From an optimization exercise on the open Yosys and OpenROAD flow, aimed at small area, a short achievable clock period and few clock cycles per item; shortcuts taken in it are not production practice.
The RTL was checked by simulation tests, not by an equivalence proof against the original design.
No activity file was given, so power comes from the tool's default toggle rates.

$ cat flow/run.sh
#!/bin/bash
# synth_recipe.tcl (not shown) runs the flow's synth.tcl, then flattens the netlist and writes it again
# the make line also repeats each setting of config.mk as NAME=value (left out here)
make -C /OpenROAD-flow-scripts/flow DESIGN_CONFIG=/design/flow/config.mk WORK_HOME=/design/flow/orfs CLKGATE_MAP_FILE= SYNTH_SCRIPT=/design/flow/synth_recipe.tcl finish
$ cat flow/config.mk
export PLATFORM = sky130hd
export DESIGN_NAME = gsm7_septet
export DESIGN_NICKNAME = gsm7_septet
export VERILOG_FILES = /design/flow/design.v
export SDC_FILE = /design/flow/constraint.sdc
export NUM_CORES = 4
export LEC_CHECK = 0
export CAP_MARGIN = 20
export CORE_MARGIN = 2
export CORE_UTILIZATION = 40
export SLEW_MARGIN = 20
$ cat flow/constraint.sdc
create_clock -name core_clock -period 7.0 [get_ports {clk}]
set_input_delay 1.4000 -clock core_clock [delete_from_list [all_inputs] [get_ports {clk}]]
set_output_delay 1.4000 -clock core_clock [all_outputs]
set_load 0.01 [all_outputs]
$ cat flow/design.v
module gsm7_septet (
    input  wire        clk,
    input  wire        rst,           
    input  wire        cmd_valid,
    output wire        cmd_ready,
    input  wire [2:0]  cmd_op,
    input  wire [15:0] cmd_len,
    input  wire [7:0]  cmd_hdr_len,
    input  wire        in_valid,
    output wire        in_ready,
    input  wire [31:0] in_data,
    output reg         out_valid,
    input  wire        out_ready,
    output reg  [7:0]  out_data,
    output reg         res_valid,
    input  wire        res_ready,
    output reg  [7:0]  res_err,
    output reg  [7:0]  res_count
);
    localparam [2:0] OP_PACK       = 3'd0,
                     OP_PACK_HDR   = 3'd1,
                     OP_UNPACK_HEX = 3'd2,
                     OP_UNPACK_RAW = 3'd3,
                     OP_UNPACK_INT = 3'd4,
                     OP_UNPACK_OTH = 3'd5;
    localparam [7:0] ERR_OK                = 8'h00,
                     ERR_UNSUPPORTED_INPUT = 8'h03,
                     ERR_BAD_OPCODE        = 8'h10,
                     ERR_IN_LEN            = 8'h12,
                     ERR_INPUT_RANGE       = 8'h13,
                     ERR_BAD_HEX           = 8'h15,
                     ERR_ODD_HEX           = 8'h16,
                     ERR_HEADER_LEN        = 8'h17,
                     ERR_SYMBOL_RANGE      = 8'h18,
                     ERR_LEN_OVERFLOW      = 8'h19;
    localparam [15:0] IN_CAP     = 16'd1024;
    localparam [7:0]  UNPACK_CAP = 8'd160;
    localparam [2:0] S_IDLE   = 3'd0,
                     S_PACK   = 3'd1,    
                     S_UNPACK = 3'd2,
                     S_DRAIN  = 3'd3,    
                     S_RESULT = 3'd4;    
    function automatic [7:0] hex_char(input [3:0] d);
        hex_char = (d <= 4'd9) ? (8'h30 + {4'd0, d}) : (8'h37 + {4'd0, d});
    endfunction
    function automatic is_hex(input [31:0] c);
        is_hex = (c >= 32'h30 && c <= 32'h39) ||
                 (c >= 32'h41 && c <= 32'h46) ||
                 (c >= 32'h61 && c <= 32'h66);
    endfunction
    function automatic [3:0] hex_val(input [7:0] c);
        if (c <= 8'h39)      hex_val = c[3:0];
        else                 hex_val = c[3:0] + 4'd9;    
    endfunction
    reg  [2:0]  state;
    reg  [2:0]  op;
    reg  [15:0] remaining;    
    reg  [7:0]  count;        
    reg         pend;         
    reg  [7:0]  pend_data;
    reg  [2:0]  hdr_left;     
    reg  [2:0]  zero_left;    
    reg  [13:0] acc;          
    reg  [3:0]  nbits;
    reg  [2:0]  ucount;       
    reg  [6:0]  carry;
    reg         have_hi;      
    reg  [3:0]  hi_nib;
    wire out_free = !out_valid || out_ready;
    wire [7:0] hdr_total = cmd_len[7:0] + 8'd7;    
    wire is_hex_op = (op == OP_UNPACK_HEX);
    wire [20:0] pk_new   = {7'd0, acc} | ({14'd0, in_data[6:0]} << nbits);
    wire        pk_octet = (nbits != 4'd0);           
    wire [7:0]  up_octet = is_hex_op ? {hi_nib, hex_val(in_data[7:0])} : in_data[7:0];
    wire [6:0]  up_mask  = 7'h7F >> ucount;
    wire [6:0]  up_sym   = ((up_octet[6:0] & up_mask) << ucount) | carry;
    wire [7:0]  up_carry = up_octet >> (3'd7 - ucount);    
    wire pack_wants_input = (hdr_left != 3'd0) ||
                            (zero_left == 3'd0 && remaining != 16'd0);
    assign cmd_ready = (state == S_IDLE);
    assign in_ready  = (state == S_DRAIN) ||
                       (state == S_PACK && !pend && out_free && pack_wants_input) ||
                       (state == S_UNPACK && !pend && out_free);
    wire in_fire = in_valid && in_ready;
    always @(posedge clk) begin
        if (rst) begin
            state     <= S_IDLE;
            op        <= 3'd0;
            remaining <= 16'd0;
            count     <= 8'd0;
            pend      <= 1'b0;
            pend_data <= 8'd0;
            hdr_left  <= 3'd0;
            zero_left <= 3'd0;
            acc       <= 14'd0;
            nbits     <= 4'd0;
            ucount    <= 3'd0;
            carry     <= 7'd0;
            have_hi   <= 1'b0;
            hi_nib    <= 4'd0;
            out_valid <= 1'b0;
            out_data  <= 8'd0;
            res_valid <= 1'b0;
            res_err   <= ERR_OK;
            res_count <= 8'd0;
        end else begin
            if (out_valid && out_ready)
                out_valid <= 1'b0;
            case (state)
                S_IDLE: begin
                    if (cmd_valid) begin
                        op        <= cmd_op;
                        remaining <= cmd_len;
                        count     <= 8'd0;
                        pend      <= 1'b0;
                        hdr_left  <= 3'd0;
                        zero_left <= 3'd0;
                        acc       <= 14'd0;
                        nbits     <= 4'd0;
                        ucount    <= 3'd0;
                        carry     <= 7'd0;
                        have_hi   <= 1'b0;
                        res_err   <= ERR_OK;
                        state     <= S_RESULT;
                        if (cmd_op > OP_UNPACK_OTH)
                            res_err <= ERR_BAD_OPCODE;
                        else if (cmd_len > IN_CAP)
                            res_err <= ERR_IN_LEN;
                        else if (cmd_op == OP_UNPACK_OTH)
                            res_err <= ERR_UNSUPPORTED_INPUT;
                        else if (cmd_op == OP_PACK) begin
                            if (cmd_len > 16'd255)
                                res_err <= ERR_LEN_OVERFLOW;
                            else begin
                                count     <= cmd_len[7:0];
                                out_valid <= 1'b1;
                                out_data  <= hex_char(cmd_len[7:4]);
                                pend      <= 1'b1;
                                pend_data <= hex_char(cmd_len[3:0]);
                                state     <= S_PACK;
                            end
                        end else if (cmd_op == OP_PACK_HDR) begin
                            if (cmd_hdr_len > 8'd6)
                                res_err <= ERR_HEADER_LEN;
                            else if (cmd_len > 16'd248)
                                res_err <= ERR_LEN_OVERFLOW;
                            else begin
                                count     <= hdr_total;
                                out_valid <= 1'b1;
                                out_data  <= hex_char(hdr_total[7:4]);
                                pend      <= 1'b1;
                                pend_data <= hex_char(hdr_total[3:0]);
                                hdr_left  <= cmd_hdr_len[2:0];
                                zero_left <= 3'd6 - cmd_hdr_len[2:0];
                                nbits     <= 4'd1;       
                                state     <= S_PACK;
                            end
                        end else if (cmd_len != 16'd0) begin
                            state <= S_UNPACK;
                        end
                    end
                end
                S_PACK: begin
                    if (pend) begin
                        if (out_free) begin
                            out_valid <= 1'b1;
                            out_data  <= pend_data;
                            pend      <= 1'b0;
                        end
                    end else if (out_free) begin
                        if (hdr_left != 3'd0) begin
                            if (in_valid) begin
                                if (in_data > 32'hFF) begin
                                    res_err   <= ERR_INPUT_RANGE;
                                    remaining <= remaining + {13'd0, hdr_left} - 16'd1;
                                    state     <= (remaining + {13'd0, hdr_left} == 16'd1) ? S_RESULT : S_DRAIN;
                                end else begin
                                    out_valid <= 1'b1;
                                    out_data  <= hex_char(in_data[7:4]);
                                    pend      <= 1'b1;
                                    pend_data <= hex_char(in_data[3:0]);
                                    hdr_left  <= hdr_left - 3'd1;
                                end
                            end
                        end else if (zero_left != 3'd0) begin
                            out_valid <= 1'b1;
                            out_data  <= 8'h30;
                            pend      <= 1'b1;
                            pend_data <= 8'h30;
                            zero_left <= zero_left - 3'd1;
                        end else if (remaining != 16'd0) begin
                            if (in_valid) begin
                                if (in_data > 32'h7F) begin
                                    res_err   <= ERR_SYMBOL_RANGE;
                                    remaining <= remaining - 16'd1;
                                    state     <= (remaining == 16'd1) ? S_RESULT : S_DRAIN;
                                end else begin
                                    remaining <= remaining - 16'd1;
                                    if (pk_octet) begin
                                        out_valid <= 1'b1;
                                        out_data  <= hex_char(pk_new[7:4]);
                                        pend      <= 1'b1;
                                        pend_data <= hex_char(pk_new[3:0]);
                                        acc       <= {1'b0, pk_new[20:8]};
                                        nbits     <= nbits - 4'd1;
                                    end else begin
                                        acc       <= pk_new[13:0];
                                        nbits     <= 4'd7;
                                    end
                                end
                            end
                        end else if (nbits != 4'd0) begin
                            out_valid <= 1'b1;
                            out_data  <= hex_char(acc[7:4]);
                            pend      <= 1'b1;
                            pend_data <= hex_char(acc[3:0]);
                            nbits     <= 4'd0;
                        end else begin
                            state <= S_RESULT;
                        end
                    end
                end
                S_UNPACK: begin
                    if (pend) begin
                        if (out_free) begin
                            out_valid <= 1'b1;
                            out_data  <= pend_data;
                            pend      <= 1'b0;
                            if (remaining == 16'd0)
                                state <= S_RESULT;
                            else if (count == UNPACK_CAP)
                                state <= S_DRAIN;
                        end
                    end else if (in_fire) begin
                        remaining <= remaining - 16'd1;
                        if (is_hex_op && !have_hi) begin
                            if (!is_hex(in_data)) begin
                                res_err <= ERR_BAD_HEX;
                                state   <= (remaining == 16'd1) ? S_RESULT : S_DRAIN;
                            end else if (remaining == 16'd1) begin
                                res_err <= ERR_ODD_HEX;
                                state   <= S_RESULT;
                            end else begin
                                hi_nib  <= hex_val(in_data[7:0]);
                                have_hi <= 1'b1;
                            end
                        end else if (is_hex_op ? !is_hex(in_data) : (in_data > 32'hFF)) begin
                            res_err <= is_hex_op ? ERR_BAD_HEX : ERR_INPUT_RANGE;
                            state   <= (remaining == 16'd1) ? S_RESULT : S_DRAIN;
                        end else begin
                            have_hi   <= 1'b0;
                            out_valid <= 1'b1;
                            out_data  <= {1'b0, up_sym};
                            count     <= count + 8'd1;
                            if (ucount == 3'd6) begin
                                pend      <= 1'b1;
                                pend_data <= {1'b0, up_carry[6:0]};
                                count     <= count + 8'd2;
                                carry     <= 7'd0;
                                ucount    <= 3'd0;
                            end else begin
                                carry     <= up_carry[6:0];
                                ucount    <= ucount + 3'd1;
                                if (remaining == 16'd1)
                                    state <= S_RESULT;
                                else if (count + 8'd1 == UNPACK_CAP)
                                    state <= S_DRAIN;
                            end
                        end
                    end
                end
                S_DRAIN: begin
                    if (in_fire) begin
                        remaining <= remaining - 16'd1;
                        if (remaining == 16'd1)
                            state <= S_RESULT;
                    end
                end
                S_RESULT: begin
                    if (!res_valid && !(out_valid && !out_ready)) begin
                        res_valid <= 1'b1;
                        res_count <= (res_err != ERR_OK) ? 8'd0 : count;
                    end
                    if (res_valid && res_ready) begin
                        res_valid <= 1'b0;
                        state     <= S_IDLE;
                    end
                end
                default: state <= S_IDLE;
            endcase
        end
    end
endmodule
==> impl_metrics.yaml <==
outcome:
  status: "timing/DRC/antenna clean"
route:
  wl_per_cell_um: 20.31
  vias_per_cell: 6.331
  detailedRoute.firstPassIterationCount: 6
  met3_length_um: 3114
  route.met2.wl_um: 16250
  top_layer_used: "met4"
  drcViolationCount: 0
  wl_met1_um: 15710
  drtIter0Drc: 1319
  antenna_left: 0
  vias: 11240
  routed_wl_um: 36070
sta:
  setup_ws_ns: 1.857
  fmax_ghz: 0.1944
  slew_viol_final: 0
  period_share_pct: 73.47
  holdWs_ns: 0.4615
  period_minus_slack_ns: 5.143
  fin_skew_ns: 0.01291
  rsz0062_at_grt: "no"
  slew_headroom_pct: 29.42
  setup_viol: 0
  worstMarginPinSlew_ns: 1.058
  finalHoldViolations: 0
  setup_tns_ns: 0
yosys:
  synth_compound_gate_area_share_pct: 30.53
  yosys_warnings: 1
  synth_xor_area_share_pct: 4.087
  synthSimpleGateAreaFrac_pct: 27.99
  yosysTopAreaCellShare_pct: 19.46
  synth_edf_count: 0
  synthArstFlopShare_pct: 0
  synth_cell_types: 101
  synth.area.top_cells: "dfxtp_1 (19%), ha_1 (5.8%), a21oi_1 (5.5%)"
  synth_top_family_by_area: "compound AO/OA/AOI/OAI gates"
  syn_area_per_cell_um2: 7.159
  synth_ff_type: "dfxtp_1"
  mappedNetlistArea_mm2: 0.01029
  synth_common_cells: "nor2_1 (145), nand2_1 (142), a21oi_1 (114), dfxtp_1 (100), o21ai_0 (88)"
  synth_top_area_cell: "dfxtp_1"
  yosysMostFrequentCell: "nor2_1"
  synthAdderAreaFrac_pct: 6.130
  synthMuxAreaShare_pct: 5.011
  seq_area_frac_synth_pct: 19.46
  synth-seq-cells: 100
  syn_inst: 1437
global_route:
  grt_pass1_vias: 10230
  antenna_found_initial: 0
  grt_usage_pct: 26.49
  grt_pass1_wl_um: 56700
  grt_start_max_net_pins: 70
  grt_overflow_total: 0
critical_path:
  critPathCaptureType: "output port"
  worstPathArrival_ns: 3.74
  rr_startpoint: "state[0]$_SDFFE_PP0P_"
  critPathLaunch: "out_ready"
  start_kind: "primary input"
  crit_type: "primary input to output port"
  critPathMaxFanout: 14
  crit_required_ns: 5.60
placed_design:
  dpl_cell_area_mm2: 0.01122
  io_buffers: 89
  globalplace.congestion: 0.9674
  hpwl_um: 26960
  detailedPlace.worstSlack_ns: 1.748
final_layout:
  layout-drive-gt1-share_pct: 5.878
  area_delta_synth_final_pct: 12.17
  final_area_mm2: 0.01154
  fin_nets: 1556
  n_antenna_cell: 0
  fillers: 2565
die:
  row_count: 58
  die_h_um: 164.4
  pin_count: 93
  die-area_mm2: 0.02702
  coreArea_mm2: 0.02518
  start_util_pct: 40.85
  die_x_um: 164.4
clocking:
  cts.path.max_buffers: 2
  cts_setup_buffers: 0
  cts_tree: "done"
  insertion_delay_ns: 0.37
  clk_pin_slew_ns: 0.07
  cts-hold-fix-buffers: 0
  cts_root_buf: "clkbuf_16"
  cts.sinks: 100
  cts_resized: 0
  numCtsBuffers: 9
  htreeDepth: 3
power_and_ir_drop:
  power_leakage_nw: 4.112
  total_power_mw: 4.108
  powerDensity_mw_per_mm2: 355.9
  peakVddDrop_uv: 176.8
worst_hold_path:
  worst_hold_path_type: "flop to flop"
  min_from: "acc[9]$_SDFFE_PP0P_"
job:
  drv_cap: 0
## flip-flops by register name (all words and copies together), names as in the netlist
signal     flops
remaining     16
acc           14
count          8
out_data       8
res_count      8
carry          7
pend_data      7
res_err        5
hi_nib         4
nbits          4
hdr_left       3
op             3
state          3
ucount         3
zero_left      3
have_hi        1
out_valid      1
pend           1
res_valid      1
## layer usage
layer	up-vias	GRT usage, %
met4	0	8.221
met2	504	42.73
li1	5339	-
met5	-	0
met3	59	3.842
met1	5341	36.53
## area by class of cell
cell class / instances / area [µm²] / share of cell area [%]
Multi-Input combinational cell: 1169 / 7602 / 65.88
Sequential cell: 100 / 2002 / 17.35
Timing Repair Buffer: 101 / 978.4 / 8.479
Tap cell: 330 / 412.9 / 3.578
Inverter: 61 / 229.0 / 1.984
Clock buffer: 9 / 225.2 / 1.952
Clock inverter: 6 / 90.09 / 0.7807
## where the power goes
part	total, mW	internal (mW)	switching, mW
Clock	0.558	0.312	0.246
Sequential	0.914	0.688	0.227
Combinational	2.64	1.00	1.64
Total	4.11	2.00	2.11
## placed cells by master, fill, tap and decap left out, types with 17 or more instances in the layout
cell             count
a31oi_1             22
and3_1              17
mux2i_1             32
a21oi_1            114
nor2b_1             21
clkdlybuf4s50_1     88
xor2_1              18
ha_1                48
o211ai_1            17
a211oi_1            32
inv_1               59
nor3_1              46
nand3_1             53
xnor2_1             30
dfxtp_1            100
nand2_1            142
o21ai_0             88
a22oi_1             23
nor2_1             145
## stage by stage
step                      std cells  utilization (%)
after floorplan                1439                -
after global placement         1761            44.57
after CTS                      1776            45.83
final                          1776            45.83
after detailed placement       1761            44.57
after global routing           1776            45.83
## cell families after synthesis
family / count (synthesis)
compound gates: 459
xor+xnor: 48
fa+ha+maj: 50
buf+inv: 170
flops: 100
mux: 44
other cells: 1
simple gates: 565
## worst paths after layout
path,end,slack [ns],cells after the start
worst max-delay path,in_ready,1.86,8
worst min-delay path,acc[9]$_SDFFE_PP0P_,0.46,2
worst min register to register,acc[9]$_SDFFE_PP0P_,0.46,2
worst max register to register,acc[7]$_SDFFE_PP0P_,3.23,6
## critical path, stage by stage
cell,delay [ns]
clkdlybuf4s50_1,0.47
nor2b_1,0.05
buf_4,0.19
nor2_1,0.37
nand2_1,0.10
o221ai_1,0.32
nor2b_1,0.26
clkdlybuf4s50_1,0.58
Testbench counts, summed over its fixed seeds: cycles 42,298, items 28,162.

[what the ideal ports hide]
No port has a modelled driver above. Below, the same layout with a new extraction and two added sets of constraints. Step 1 (the two cells are an assumption about what drives the block):
set clk [get_ports {clk}]
set_driving_cell -lib_cell sky130_fd_sc_hd__clkbuf_16 $clk
set_driving_cell -lib_cell sky130_fd_sc_hd__buf_2 [delete_from_list [all_inputs] $clk]
Step 2, shift: input delay + t, output delay - t, t = (earliest + latest rising clock arrival at the registers) / 2. This alone moves slack from input paths to output paths. a / b / c = ideal ports / drivers / drivers and shift; a / b = the first two.
shift t [ns]: 0.408
setup slack, ns: 1.857 / 1.832 / 1.598
hold slack, ns: 0.461 / 0.461 / 0.461
worst setup path at the end: input to register
cell pins on the clock port's net: 1
After both steps setup and hold are still met in this run. For this run, drivers alone change the setup slack by -0.025 ns; drivers and shift together by -0.259 ns.
